This design comes from an exercise in tuning for small area on the open sky130 flow, not from production work.
The RTL was checked by simulation tests, not by an equivalence proof against the original design.
Power is estimated from default activity; no workload was simulated.

==> job 8699: inputs <==
==> flow/design.v <==
module pc_crc16_step (
  input  wire [15:0] crc_in,
  input  wire [7:0]  data,
  output wire [15:0] crc_out
);
  wire [7:0] t = crc_in[15:8] ^ data;
  wire [7:0] x = t ^ {4'h0, t[7:4]};
  assign crc_out = {crc_in[7:0], 8'h00} ^ {x[3:0], 12'h000} ^ {3'b000, x, 5'h00} ^ {8'h00, x};
endmodule
module pc_crc16_frame #(
  parameter [15:0] CRC_INIT = 16'hFFFF,
  parameter [7:0]  B0       = 8'hCC,
  parameter [7:0]  B1       = 8'h01
) (
  input  wire [7:0]  b2,
  input  wire [7:0]  b3,
  input  wire [7:0]  b4,
  output wire [15:0] crc
);
  wire [15:0] c1, c2, c3, c4;
  pc_crc16_step u_s0 (.crc_in(CRC_INIT), .data(B0), .crc_out(c1));
  pc_crc16_step u_s1 (.crc_in(c1),       .data(B1), .crc_out(c2));
  pc_crc16_step u_s2 (.crc_in(c2),       .data(b2), .crc_out(c3));
  pc_crc16_step u_s3 (.crc_in(c3),       .data(b3), .crc_out(c4));
  pc_crc16_step u_s4 (.crc_in(c4),       .data(b4), .crc_out(crc));
endmodule
module pitchcomm_engine (
  input  wire        clk,
  input  wire        rst,         
  input  wire        bus_valid,
  input  wire        bus_write,
  input  wire [7:0]  bus_addr,
  input  wire [3:0]  bus_be,
  input  wire [31:0] bus_wdata,
  output reg  [31:0] bus_rdata,
  output reg         bus_fault
);
  localparam [7:0]  MAGIC        = 8'hCC;
  localparam [7:0]  VERSION      = 8'h01;
  localparam [15:0] CRC_INIT     = 16'hFFFF;
  localparam [31:0] DEDUP_WINDOW = 32'd500;
  localparam [31:0] CONFIG_VAL   = 32'h0001CC73;
  localparam [2:0] S_OK          = 3'd0;
  localparam [2:0] S_BAD_LENGTH  = 3'd1;
  localparam [2:0] S_BAD_MAGIC   = 3'd2;
  localparam [2:0] S_VERSION     = 3'd3;
  localparam [2:0] S_CHECKSUM    = 3'd4;
  localparam [2:0] S_DUPLICATE   = 3'd5;
  localparam [2:0] S_ILLEGAL     = 3'd7;
  reg [15:0] ck_acc;
  reg [7:0]  txseq;
  reg        tx_ok;                  
  reg [7:0]  txb2, txb3, txb4;       
  reg [7:0]  rxbuf [0:7];
  reg [31:0] rxlen;
  reg        rx_ok;                  
  reg [7:0]  rx_cmd, rx_code, rx_seq;
  reg [31:0] now;
  reg        valid;                  
  reg [7:0]  last_seq, last_cmd;
  reg [31:0] last_time;
  reg [2:0]  result;
  reg        err;
  wire [5:0] widx = bus_addr[7:2];
  wire rd_map = (widx != 6'd0) && (widx <= 6'd11 || (widx >= 6'd16 && widx <= 6'd31));
  wire wr_map = (widx == 6'd0) || (widx == 6'd8) || (widx == 6'd9) ||
                (widx >= 6'd24 && widx <= 6'd31);
  wire acc_ok = (bus_be == 4'b1111) && (bus_addr[1:0] == 2'b00) &&
                (bus_write ? wr_map : rd_map);
  wire fault_now = bus_valid && !acc_ok;
  wire wr_ok     = bus_valid && bus_write && acc_ok;
  always @* bus_fault = fault_now;
  wire we_cmd   = wr_ok && !bus_addr[5];
  wire we_now   = wr_ok && !bus_addr[6] && bus_addr[5] && !bus_addr[2];
  wire we_rxlen = wr_ok && !bus_addr[6] && bus_addr[2];
  wire we_rxbuf = wr_ok && bus_addr[6];
  wire [7:0] op   = bus_wdata[31:24];
  wire [7:0] op_a = bus_wdata[23:16];
  wire [7:0] op_b = bus_wdata[15:8];
  wire [7:0] op_c = bus_wdata[7:0];
  wire za = (op_a == 8'h00);
  wire zb = (op_b == 8'h00);
  wire zc = (op_c == 8'h00);
  wire is_nop      = (op == 8'h00) && za && zb && zc;
  wire is_ck_init  = (op == 8'h01) && za && zb && zc;
  wire is_ck_upd   = (op == 8'h02) && za && zb;
  wire is_enc_next = (op == 8'h10) && zc;
  wire is_enc_seq  = (op == 8'h11);
  wire is_seq_load = (op == 8'h12) && za && zb;
  wire is_decode   = (op == 8'h20) && za && zb && zc;
  wire is_admit    = (op == 8'h30) && zb;
  wire is_legal    = is_nop | is_ck_init | is_ck_upd | is_enc_next | is_enc_seq |
                     is_seq_load | is_decode | is_admit;
  wire        crc_tx = bus_addr[6];    
  wire [15:0] fcrc;
  pc_crc16_frame #(.CRC_INIT(CRC_INIT), .B0(MAGIC), .B1(VERSION)) u_fcrc (
    .b2(crc_tx ? txb2 : rxbuf[2]),
    .b3(crc_tx ? txb3 : rxbuf[3]),
    .b4(crc_tx ? txb4 : rxbuf[4]),
    .crc(fcrc)
  );
  wire [15:0] ck_next;
  pc_crc16_step u_ck_step (.crc_in(ck_acc), .data(op_c), .crc_out(ck_next));
  wire [7:0] txseq_cy = {txseq_cy[6:0] & txseq[6:0], 1'b1};
  wire [7:0] txseq_inc = txseq ^ txseq_cy;
  wire [2:0] dec_result =
      (rxlen != 32'd7)                  ? S_BAD_LENGTH :
      (rxbuf[0] != MAGIC)               ? S_BAD_MAGIC  :
      (rxbuf[1] != VERSION)             ? S_VERSION    :
      (fcrc != {rxbuf[5], rxbuf[6]})    ? S_CHECKSUM   : S_OK;
  wire [31:0] tx_x = now ^ last_time;
  wire [9:0]  bw;                      
  wire [8:0]  dlo;                     
  wire [32:9] cy;                      
  wire [31:9] mis;
  assign bw[0] = 1'b0;
  genvar g;
  generate
    for (g = 0; g < 9; g = g + 1) begin : g_lo
      assign dlo[g]  = tx_x[g] ^ bw[g];
      assign bw[g+1] = tx_x[g] ? last_time[g] : bw[g];
    end
    for (g = 9; g < 32; g = g + 1) begin : g_hi
      assign mis[g]  = tx_x[g] ^ cy[g];
      assign cy[g+1] = cy[g] & last_time[g];
    end
  endgenerate
  assign cy[9] = bw[9];
  wire in_window = ~(&dlo[8:4] & (dlo[3] | dlo[2])) & ~|mis;
  wire is_dup = valid && (op_c == last_seq) && (op_a == last_cmd) && in_window;
  wire do_ck   = we_cmd && (is_ck_init || is_ck_upd);
  wire do_seq  = we_cmd && (is_seq_load || is_enc_next);
  wire do_enc  = we_cmd && (is_enc_next || is_enc_seq);
  wire do_rx   = we_cmd && is_decode && (dec_result == S_OK);
  wire do_adm  = we_cmd && is_admit && !is_dup;
  wire [2:0] cmd_result =
      !is_legal           ? S_ILLEGAL   :
      is_decode           ? dec_result  :
      (is_admit && is_dup) ? S_DUPLICATE : S_OK;
  wire [31:0] wd_m   = bus_wdata & {32{~rst}};
  wire        ck_set = rst | is_ck_init;
  wire        seq_inc = is_enc_next & ~rst;
  always @(posedge clk)
    if (rst | do_ck)
      ck_acc <= ck_next | {16{ck_set}};
  always @(posedge clk)
    if (rst | do_seq)
      txseq <= seq_inc ? txseq_inc : wd_m[7:0];
  always @(posedge clk)
    if (rst | do_enc)
      tx_ok <= ~rst;
  always @(posedge clk)
    if (do_enc) begin
      txb2 <= op_a;
      txb3 <= op_b;
      txb4 <= is_enc_next ? txseq_inc : op_c;
    end
  integer i;
  always @(posedge clk)
    for (i = 0; i < 8; i = i + 1)
      if (rst | (we_rxbuf && bus_addr[4:2] == i))
        rxbuf[i] <= wd_m[7:0];
  always @(posedge clk)
    if (rst | we_rxlen)
      rxlen <= wd_m;
  always @(posedge clk)
    if (rst | we_now)
      now <= wd_m;
  always @(posedge clk)
    if (rst | do_rx)
      rx_ok <= ~rst;
  always @(posedge clk)
    if (do_rx) begin
      rx_cmd  <= rxbuf[2];
      rx_code <= rxbuf[3];
      rx_seq  <= rxbuf[4];
    end
  always @(posedge clk)
    if (rst | do_adm)
      valid <= ~rst;
  always @(posedge clk)
    if (do_adm) begin
      last_seq  <= op_c;
      last_cmd  <= op_a;
      last_time <= now;
    end
  always @(posedge clk)
    if (rst | we_cmd)
      result <= cmd_result & {3{~rst}};
  always @(posedge clk)
    err <= ~rst & (err | fault_now | (we_cmd & ~is_legal));
  wire [2:0] bi = bus_addr[4:2];
  reg [7:0] txbyte;
  always @* begin
    case (bi)
      3'd0: txbyte = MAGIC;
      3'd1: txbyte = VERSION;
      3'd2: txbyte = txb2;
      3'd3: txbyte = txb3;
      3'd4: txbyte = txb4;
      3'd5: txbyte = fcrc[15:8];
      3'd6: txbyte = fcrc[7:0];
      default: txbyte = 8'h00;
    endcase
  end
  wire [31:0] status_w = {23'h0, err, 4'b0000, result[2] & result[1], result};
  wire [31:0] rxf_w    = {8'h0, rx_cmd, rx_code, rx_seq} & {32{rx_ok}};
  wire [31:0] dds_w    = {15'h0, valid, last_cmd, last_seq} & {32{valid}};
  wire [31:0] ddt_w    = last_time & {32{valid}};
  always @* begin
    if (bus_addr[6])                       
      bus_rdata = {24'h0, bus_addr[5] ? rxbuf[bi] : (txbyte & {8{tx_ok}})};
    else if (bus_addr[5])                  
      case (bus_addr[3:2])
        2'd0: bus_rdata = now;
        2'd1: bus_rdata = rxlen;
        2'd2: bus_rdata = dds_w;
        default: bus_rdata = ddt_w;
      endcase
    else
      case (bi)
        3'd0, 3'd1: bus_rdata = status_w;   
        3'd2: bus_rdata = CONFIG_VAL;
        3'd3: bus_rdata = DEDUP_WINDOW;
        3'd4: bus_rdata = {16'h0, CRC_INIT};
        3'd5: bus_rdata = {16'h0, ck_acc};
        3'd6: bus_rdata = {24'h0, txseq};
        default: bus_rdata = rxf_w;
      endcase
  end
endmodule
==> flow/run.sh <==
#!/bin/bash
# synth_recipe.tcl (not shown) runs the flow's synth.tcl, then flattens the netlist and writes it again
# the make line also repeats each setting of config.mk as NAME=value (left out here)
make -C /OpenROAD-flow-scripts/flow DESIGN_CONFIG=/design/flow/config.mk WORK_HOME=/design/flow/orfs CLKGATE_MAP_FILE= SYNTH_SCRIPT=/design/flow/synth_recipe.tcl finish
==> flow/config.mk <==
export PLATFORM = sky130hd
export DESIGN_NAME = pitchcomm_engine
export DESIGN_NICKNAME = pitchcomm_engine
export VERILOG_FILES = /design/flow/design.v
export SDC_FILE = /design/flow/constraint.sdc
export NUM_CORES = 4
export LEC_CHECK = 0
export CAP_MARGIN = 20
export CORE_MARGIN = 2
export CORE_UTILIZATION = 40
export CTS_BUF_LIST = sky130_fd_sc_hd__clkbuf_4
export SLEW_MARGIN = 20
==> flow/constraint.sdc <==
create_clock -name core_clock -period 8.0 [get_ports {clk}]
set_input_delay 1.6000 -clock core_clock [delete_from_list [all_inputs] [get_ports {clk}]]
set_output_delay 1.6000 -clock core_clock [all_outputs]
set_load 0.01 [all_outputs]
==> job 2293: changes against job 8699 <==
Settings changed: CTS_BUF_LIST sky130_fd_sc_hd__clkbuf_4 to unset.
==> metrics.cfg <==
[timing]
min_period_ns=7.25
tightestPinTransition_ns=1.24
relSlewSlack=0.172

[cells_and_area]
final_nets=1397
layout_common_cells=edfxtp_1 (254), nand2_1 (97), clkbuf_4 (97), xnor2_1 (91), clkdlybuf4s50_1 (77)
clkCellAreaFrac=0.0558

[run_status]
status=complete, no violations

[route]
wire_per_inst_um=26.5
routed-wl-met3_mm=4.12

[power]
pwr-share-seq=0.451
power_report.internal_total_mw=2.53
netSwitchingFraction=0.305
pwr-share-clk=0.334

[global_routing]
grt_pass1_vias=10712
antenna_found_initial=2

(the above is from job 8699)
==> metrics.cfg <==
[cells_and_area]
final_nets=1352
layout_common_cells=edfxtp_1 (254), nand2_1 (97), xnor2_1 (91), clkdlybuf4s50_1 (77), nor2_1 (73)

[power]
netSwitchingFraction=0.286
power_report.internal_total_mw=2.61
pwr-share-clk=0.337
pwr-share-seq=0.449

[route]
routed-wl-met3_mm=3.81
wire_per_inst_um=27.5

[timing]
tightestPinTransition_ns=1.17
min_period_ns=7.29
relSlewSlack=0.216

[run_status]
status=complete, no violations

[global_routing]
antenna_found_initial=1

(the above is from job 2293)

## what the ideal ports hide
In the flow no input, the clock included, has a driving cell. The finished layouts below were timed again as built, in two steps. Step 1 assumes that a clkbuf_16 drives the clock port and a buf_2 every other input. Step 2 times the ports against the registers' clock, not the clock port: input delays grow and output delays shrink by t, the midpoint of the rising clock arrivals with the driver on. Three values: ideal ports, drivers, drivers and shift; two values: the first two.
| run | shift t [ns] | setup slack, ns | worst setup path after step 2 | latest minus earliest clock arrival (ns) | worst data-port slew with drivers (ns) |
|---|---|---|---|---|---|
| job 8699 | 0.765 | 0.754 / 0.732 / 0.732 | input to output | 0.064 / 0.064 | 0.07 |
| job 2293 | 0.595 | 0.706 / 0.684 / 0.684 | input to output | 0.012 / 0.012 | 0.07 |
After both steps every run listed still meets setup and hold.
